Background: an optimization exercise with open tools, aiming at small area. Do not read the settings as production practice. The RTL was checked by simulation tests, not by an equivalence proof against the original design. Power figures rest on the tool's default switching activity, not on a simulated workload.

==> flow/design.v <==
module framer_rx (
    input  wire        clk,
    input  wire        rst,
    input  wire        in_valid,
    input  wire [7:0]  in_byte,
    input  wire        in_exhaust,
    output reg         ev_valid,
    output wire [2:0]  ev,
    output wire [2:0]  st,
    output reg         frm_byte_valid,
    output wire [7:0]  frm_byte,
    output wire [16:0] frm_len,
    output wire [31:0] frm_crc_rx,
    output wire [31:0] frm_crc_calc,
    output wire [2:0]  hdr_version,
    output wire        hdr_packet_type,
    output wire        hdr_sec_hdr_flag,
    output wire [10:0] hdr_apid,
    output wire [1:0]  hdr_seq_flags,
    output wire [13:0] hdr_seq_count,
    output wire [15:0] hdr_data_length,
    output wire [47:0] hdr_timing_info,
    output wire [7:0]  hdr_segment_number,
    output wire [7:0]  hdr_function_code,
    output wire [15:0] hdr_address_code
);
    localparam [2:0] S_IDLE  = 3'd0;
    localparam [2:0] S_SYNC  = 3'd1;
    localparam [2:0] S_PHDR  = 3'd2;
    localparam [2:0] S_SHDR  = 3'd3;
    localparam [2:0] S_DATA  = 3'd4;
    localparam [2:0] S_T1    = 3'd5;
    localparam [2:0] S_T2    = 3'd6;
    localparam [2:0] S_T3    = 3'd7;
    localparam [15:0] N_START = 16'hFFFD;
    reg  [2:0]   s;
    reg  [15:0]  n;           
    reg  [31:0]  crc;         
    reg  [15:0]  last2;       
    reg  [127:0] hdr;         
    reg  [2:0]   e;           
    reg          mm;          
    wire feed   = in_valid;
    wire [7:0] lb = last2[7:0];
    wire [31:0] crc_rx = {n, last2};
    wire [15:0] dlen = hdr[95:80];
    wire in_idle  = (s == S_IDLE);
    wire in_sync  = (s == S_SYNC);
    wire in_phdr  = (s == S_PHDR);
    wire in_shdr  = (s == S_SHDR);
    wire in_data  = (s == S_DATA);
    wire in_trail = s[2] & (s[1] | s[0]);
    wire in_hdr   = in_phdr | in_shdr;
    wire in_frame = s[2] | s[1];
    wire match     = (lb == 8'h55) && (in_byte == 8'hAA);
    wire n_is_2    = n[1] & ~n[0] & ~n[2];    
    wire n_is_12   = n[3] & n[2];             
    wire n_is_dlen = (n == 16'hFFF2);        
    wire short_len = ({lb, in_byte} < 16'd13);
    reg  [7:0] crc_byte;
    always @* begin
        case (s[1:0])
            2'd0: crc_byte = crc[31:24];
            2'd1: crc_byte = crc[23:16];
            2'd2: crc_byte = crc[15:8];
            default: crc_byte = crc[7:0];
        endcase
    end
    wire byte_ne = (in_byte != crc_byte);
    wire [31:0] crc_next;
    wire x0 = crc[0] ^ in_byte[0];
    wire x1 = crc[1] ^ in_byte[1];
    wire x2 = crc[2] ^ in_byte[2];
    wire x3 = crc[3] ^ in_byte[3];
    wire x4 = crc[4] ^ in_byte[4];
    wire x5 = crc[5] ^ in_byte[5];
    wire x6 = crc[6] ^ in_byte[6];
    wire x7 = crc[7] ^ in_byte[7];
    wire p0 = x0 ^ x1;
    wire p1 = x2 ^ x5;
    wire p2 = x3 ^ x6;
    wire p3 = x4 ^ x7;
    wire p4 = p0 ^ x4;
    wire p5 = x5 ^ x6;
    wire p6 = x1 ^ x7;
    wire p7 = x0 ^ x4;
    wire p8 = p1 ^ p2;
    wire p9 = p2 ^ p3;
    wire p10 = p3 ^ x1;
    wire p11 = p10 ^ x3;
    wire p12 = x2 ^ x3;
    wire p13 = p1 ^ p3;
    wire p14 = p0 ^ x7;
    assign crc_next[0] = ~(crc[8] ^ x2);
    assign crc_next[1] = crc[9] ^ x0 ^ x3;
    assign crc_next[2] = ~(crc[10] ^ p4);
    assign crc_next[3] = ~(crc[11] ^ p1 ^ x1);
    assign crc_next[4] = crc[12] ^ p2 ^ x0 ^ x2;
    assign crc_next[5] = crc[13] ^ p11;
    assign crc_next[6] = crc[14] ^ x4 ^ x5;
    assign crc_next[7] = ~(crc[15] ^ p5 ^ x0);
    assign crc_next[8] = ~(crc[16] ^ p6 ^ x6);
    assign crc_next[9] = ~(crc[17] ^ x7);
    assign crc_next[10] = ~(crc[18] ^ x2);
    assign crc_next[11] = ~(crc[19] ^ x3);
    assign crc_next[12] = crc[20] ^ p7;
    assign crc_next[13] = ~(crc[21] ^ p0 ^ x5);
    assign crc_next[14] = ~(crc[22] ^ x1 ^ x2 ^ x6);
    assign crc_next[15] = ~(crc[23] ^ p12 ^ x7);
    assign crc_next[16] = crc[24] ^ p12 ^ p7;
    assign crc_next[17] = ~(crc[25] ^ p4 ^ x3 ^ x5);
    assign crc_next[18] = crc[26] ^ p1 ^ p4 ^ x6;
    assign crc_next[19] = crc[27] ^ p6 ^ p8;
    assign crc_next[20] = crc[28] ^ p9;
    assign crc_next[21] = crc[29] ^ p13;
    assign crc_next[22] = crc[30] ^ p8;
    assign crc_next[23] = crc[31] ^ p9;
    assign crc_next[24] = p13 ^ x0;
    assign crc_next[25] = ~(p0 ^ p8);
    assign crc_next[26] = p0 ^ p9 ^ x2;
    assign crc_next[27] = p11 ^ x5;
    assign crc_next[28] = ~(p5 ^ p7);
    assign crc_next[29] = p14 ^ p5;
    assign crc_next[30] = ~(p14 ^ x6);
    assign crc_next[31] = ~(p6);
    always @(posedge clk) begin
        if (rst) begin
            s              <= S_IDLE;
            ev_valid       <= 1'b0;
            frm_byte_valid <= 1'b0;
        end else begin
            ev_valid       <= in_valid | in_exhaust;
            frm_byte_valid <= feed & in_frame;
            if (feed) begin
                case (s)
                    S_IDLE:  s <= S_SYNC;
                    S_SYNC:  if (match) s <= S_PHDR;
                    S_PHDR:  if (n_is_2) s <= short_len ? S_IDLE : S_SHDR;
                    S_SHDR:  if (n_is_12) s <= S_DATA;
                    S_DATA:  if (n_is_dlen) s <= S_T1;
                    S_T1:    s <= S_T2;
                    S_T2:    s <= S_T3;
                    default: s <= S_IDLE;
                endcase
            end else if (in_exhaust) begin
                s <= S_IDLE;
            end
        end
    end
    always @(posedge clk) begin
        e[0] <= feed & ((in_sync & ~match) | ((s == S_T3) & (mm | byte_ne)));
        e[1] <= feed & (s == S_T3);
        e[2] <= feed & in_phdr & n_is_2 & short_len;
        if (feed)
            mm <= (mm & in_trail) | byte_ne;
        if (feed)
            last2 <= {last2[7:0], in_byte};
        if (feed & in_hdr)
            hdr <= {hdr[119:0], in_byte};
        if (in_idle | in_sync)
            n <= N_START;
        else if (in_trail)
            begin if (feed) n <= {n[7:0], last2[15:8]}; end
        else if (feed)
            n <= (in_shdr & n_is_12) ? ~hdr[87:72] : n + 16'd1;
        if (in_idle | in_sync)
            crc <= 32'd0;
        else if (feed & (in_hdr | (in_data & ~n_is_dlen)))
            crc <= crc_next;
    end
    assign st           = {s[2], s[1] & ~s[2], s[0] & ~s[2]};
    assign ev           = e;
    assign frm_byte     = lb;
    assign frm_crc_rx   = crc_rx;
    assign frm_crc_calc = crc;
    assign frm_len      = {1'b0, dlen} + 17'd7;
    assign hdr_version        = hdr[127:125];
    assign hdr_packet_type    = hdr[124];
    assign hdr_sec_hdr_flag   = hdr[123];
    assign hdr_apid           = hdr[122:112];
    assign hdr_seq_flags      = hdr[111:110];
    assign hdr_seq_count      = hdr[109:96];
    assign hdr_data_length    = hdr[95:80];
    assign hdr_timing_info    = hdr[79:32];
    assign hdr_segment_number = hdr[31:24];
    assign hdr_function_code  = hdr[23:16];
    assign hdr_address_code   = hdr[15:0];
endmodule
==> flow/config.mk <==
export PLATFORM = sky130hd
export DESIGN_NAME = framer_rx
export DESIGN_NICKNAME = framer_rx
export VERILOG_FILES = /design/flow/design.v
export SDC_FILE = /design/flow/constraint.sdc
export NUM_CORES = 4
export LEC_CHECK = 0
export CAP_MARGIN = 20
export CORE_MARGIN = 2
export CORE_UTILIZATION = 65
export SLEW_MARGIN = 20
==> flow/constraint.sdc <==
create_clock -name core_clock -period 5.0 [get_ports {clk}]
set_input_delay 1.0000 -clock core_clock [delete_from_list [all_inputs] [get_ports {clk}]]
set_output_delay 1.0000 -clock core_clock [all_outputs]
set_load 0.01 [all_outputs]
standard.sh (not shown) runs the stock make flow with config.mk's settings and CLKGATE_MAP_FILE= SYNTH_SCRIPT=/design/flow/synth_recipe.tcl, a recipe that flattens the netlist after the stock synthesis.
==> flow/flow/run.sh <==
#!/bin/bash
# The standard layout (standard.sh), with these changes:
#  - synthesis maps logic with an area-oriented ABC script (flow/synth.tcl);
#  - after floorplan, combinational cells are swapped to their smallest
#    drive strength (flow/downsize.tcl); later repair upsizes where needed;
#  - ports are buffered with sky130_fd_sc_hd__buf_1 instead of the larger
#    cell buffer_ports picks by default;
#  - CTS uses small clock buffers, clusters of at most 18 sinks, and
#    inserts no dummy loads.
export FLOW_WORK=$PWD
export MY_ABC_SCRIPT=$PWD/flow/abc_area.script
export POST_FLOORPLAN_TCL=$PWD/flow/downsize.tcl
export BUFFER_PORTS_ARGS="-buffer_cell sky130_fd_sc_hd__buf_1"
export CTS_ARGS="-sink_clustering_enable -sink_clustering_size 18 -sink_clustering_max_diameter 60 -repair_clock_nets -dont_use_dummy_load -buf_list {sky130_fd_sc_hd__clkbuf_2 sky130_fd_sc_hd__clkbuf_4 sky130_fd_sc_hd__clkbuf_8}"
sed "s#SYNTH_SCRIPT=[^ ]*#SYNTH_SCRIPT=$PWD/flow/synth.tcl#" standard.sh > flow_standard.sh
grep -q "SYNTH_SCRIPT=$PWD/flow/synth.tcl" flow_standard.sh || { echo "could not set SYNTH_SCRIPT" >&2; exit 1; }
bash flow_standard.sh > standard.log 2>&1
==> flow/flow/abc_area.script <==
&get -n
&st
&dch
&nf
&put
topo
dnsize
==> flow/flow/synth.tcl <==
# The standard flow's synthesis script (synth_recipe.tcl), with ABC's logic mapping run
# with flow/abc_area.script (area-oriented) instead of ORFS's speed script.
# Flip-flops are mapped before ABC runs, so registers are unchanged.
proc abc {args} {
  set i [lsearch -exact $args -script]
  if {$i >= 0} {
    set args [lreplace $args $i [expr {$i + 1}] -script $::env(MY_ABC_SCRIPT)]
  }
  yosys abc {*}$args
}
source $::env(FLOW_WORK)/synth_recipe.tcl
Other scripts of this flow, unchanged in this note and not shown: flow/flow/downsize.tcl
Then changed:
==> flow/flow/run.sh (replaced) <==
#!/bin/bash
# The standard layout (standard.sh), with these changes:
#  - after floorplan, combinational cells are swapped to their smallest
#    drive strength (flow/downsize.tcl); later repair upsizes where needed;
#  - ports are buffered with sky130_fd_sc_hd__buf_1 instead of the larger
#    cell buffer_ports picks by default;
#  - CTS uses small clock buffers and inserts no dummy loads.
export POST_FLOORPLAN_TCL=$PWD/flow/downsize.tcl
export BUFFER_PORTS_ARGS="-buffer_cell sky130_fd_sc_hd__buf_1"
export CTS_ARGS="-repair_clock_nets -dont_use_dummy_load -buf_list {sky130_fd_sc_hd__clkbuf_2 sky130_fd_sc_hd__clkbuf_4 sky130_fd_sc_hd__clkbuf_8}"
bash standard.sh > standard.log 2>&1
Settings changed: CORE_UTILIZATION 65 to 80.
removed: flow/flow/abc_area.script
removed: flow/flow/synth.tcl
=> The changed run finished clean; critical path depth shrinks by 2; routed wire length grows by roughly a tenth; power grows by a few percent; core utilization grows by 14 points; cell area hardly moves; area after synthesis grows by a few percent; register-to-register slack stays flat; maximum frequency grows by roughly a tenth; synthesized cell count grows by a few percent.
Then changed:
--- a/flow/flow/run.sh
+++ b/flow/flow/run.sh
@@ -2,0 +3,2 @@
+#  - synthesis maps logic with one pass of ABC's &dch/&nf mapping and no
+#    buffering or upsizing (flow/synth.tcl, flow/abc_area.script);
@@ -7 +9,4 @@
-#  - CTS uses small clock buffers and inserts no dummy loads.
+#  - CTS uses small clock buffers, clusters of at most 18 sinks, and
+#    inserts no dummy loads.
+export FLOW_WORK=$PWD
+export MY_ABC_SCRIPT=$PWD/flow/abc_area.script
@@ -10,2 +15,4 @@
-export CTS_ARGS="-repair_clock_nets -dont_use_dummy_load -buf_list {sky130_fd_sc_hd__clkbuf_2 sky130_fd_sc_hd__clkbuf_4 sky130_fd_sc_hd__clkbuf_8}"
-bash standard.sh > standard.log 2>&1
+export CTS_ARGS="-sink_clustering_enable -sink_clustering_size 18 -sink_clustering_max_diameter 60 -repair_clock_nets -dont_use_dummy_load -buf_list {sky130_fd_sc_hd__clkbuf_2 sky130_fd_sc_hd__clkbuf_4 sky130_fd_sc_hd__clkbuf_8}"
+sed "s#SYNTH_SCRIPT=[^ ]*#SYNTH_SCRIPT=$PWD/flow/synth.tcl#" standard.sh > flow_standard.sh
+grep -q "SYNTH_SCRIPT=$PWD/flow/synth.tcl" flow_standard.sh || { echo "could not set SYNTH_SCRIPT" >&2; exit 1; }
+bash flow_standard.sh > standard.log 2>&1
==> flow/flow/abc_area.script (new file) <==
&get -n
&st
&dch
&nf
&put
topo
dnsize
==> flow/flow/synth.tcl (new file) <==
# The standard flow's synthesis script (synth_recipe.tcl), with ABC's logic mapping run
# with flow/abc_area.script (one &dch/&nf mapping pass, no buffering or
# upsizing) instead of ORFS's speed script.
# Flip-flops are mapped before ABC runs, so registers are unchanged.
proc abc {args} {
  set i [lsearch -exact $args -script]
  if {$i >= 0} {
    set args [lreplace $args $i [expr {$i + 1}] -script $::env(MY_ABC_SCRIPT)]
  }
  yosys abc {*}$args
}
source $::env(FLOW_WORK)/synth_recipe.tcl
Settings changed: CORE_UTILIZATION 80 to 65.
After rerunning:
- final area is about the same
- global-route usage falls by 11 points
- clock-buffer cell count falls by 2
- fmax falls by 9.2%
- worst setup slack degrades by 0.34 ns
- combinational power falls by about 11%
Then changed:
--- a/flow/flow/run.sh
+++ b/flow/flow/run.sh
@@ -3,2 +3 @@
-#  - synthesis maps logic with one pass of ABC's &dch/&nf mapping and no
-#    buffering or upsizing (flow/synth.tcl, flow/abc_area.script);
+#  - synthesis maps logic with an area-oriented ABC script (flow/synth.tcl);
@@ -9,2 +8 @@
-#  - CTS uses small clock buffers, clusters of at most 18 sinks, and
-#    inserts no dummy loads.
+#  - CTS uses small clock buffers and inserts no dummy loads.
@@ -15 +13 @@
-export CTS_ARGS="-sink_clustering_enable -sink_clustering_size 18 -sink_clustering_max_diameter 60 -repair_clock_nets -dont_use_dummy_load -buf_list {sky130_fd_sc_hd__clkbuf_2 sky130_fd_sc_hd__clkbuf_4 sky130_fd_sc_hd__clkbuf_8}"
+export CTS_ARGS="-repair_clock_nets -dont_use_dummy_load -buf_list {sky130_fd_sc_hd__clkbuf_2 sky130_fd_sc_hd__clkbuf_4 sky130_fd_sc_hd__clkbuf_8}"
==> flow/flow/abc_area.script (replaced) <==
strash
dch -f
map -a
topo
dnsize
--- a/flow/flow/synth.tcl
+++ b/flow/flow/synth.tcl
@@ -2,2 +2 @@
-# with flow/abc_area.script (one &dch/&nf mapping pass, no buffering or
-# upsizing) instead of ORFS's speed script.
+# with flow/abc_area.script (area-oriented) instead of ORFS's speed script.
What happened: Design area is higher by 0.99%; setup slack is worse by 0.11 ns; synthesized cell count went up by 13%; combinational power climbs by 100%; routed wire length came out lower by 3.6%; synthesized area grows by 0.81%; maximum frequency went down by 2.8%; first-iteration DRC count fell by 9.3%; critical path depth rises by 5.

==> re-timing with driven ports <==
The results above use ideal ports. As a check the final layouts listed here were re-extracted and re-timed, cells and wires unchanged. Step 1 (the two cells are an assumption about what drives the block):
set clk [get_ports {clk}]
set_driving_cell -lib_cell sky130_fd_sc_hd__clkbuf_16 $clk
set_driving_cell -lib_cell sky130_fd_sc_hd__buf_2 [delete_from_list [all_inputs] $clk]
Step 2 moves the port delays by t, midway between the first and last clock arrival at a register: inputs arrive t later, outputs are due t later. That takes back most of the time a late clock gives input paths. a / b / c = ideal / step 1 / step 2; a / b = the first two.
| run | t (ns) | setup WS [ns] | worst setup path at the end | clock arrival spread, ns |
|---|---|---|---|---|
| the first run | 0.495 | 1.343 / 1.307 / 1.543 | input to register | 0.031 / 0.032 |
| the second run | 0.482 | 1.679 / 1.645 / 1.370 | input to register | 0.026 / 0.026 |
| the third run | 0.495 | 1.343 / 1.307 / 1.543 | input to register | 0.031 / 0.032 |
| the fourth run | 0.493 | 1.237 / 1.200 / 1.171 | input to register | 0.036 / 0.036 |
After both steps every run listed still meets setup and hold. For the second run, which loses most, drivers alone change the setup slack by -0.034 ns; drivers and shift together by -0.309 ns.
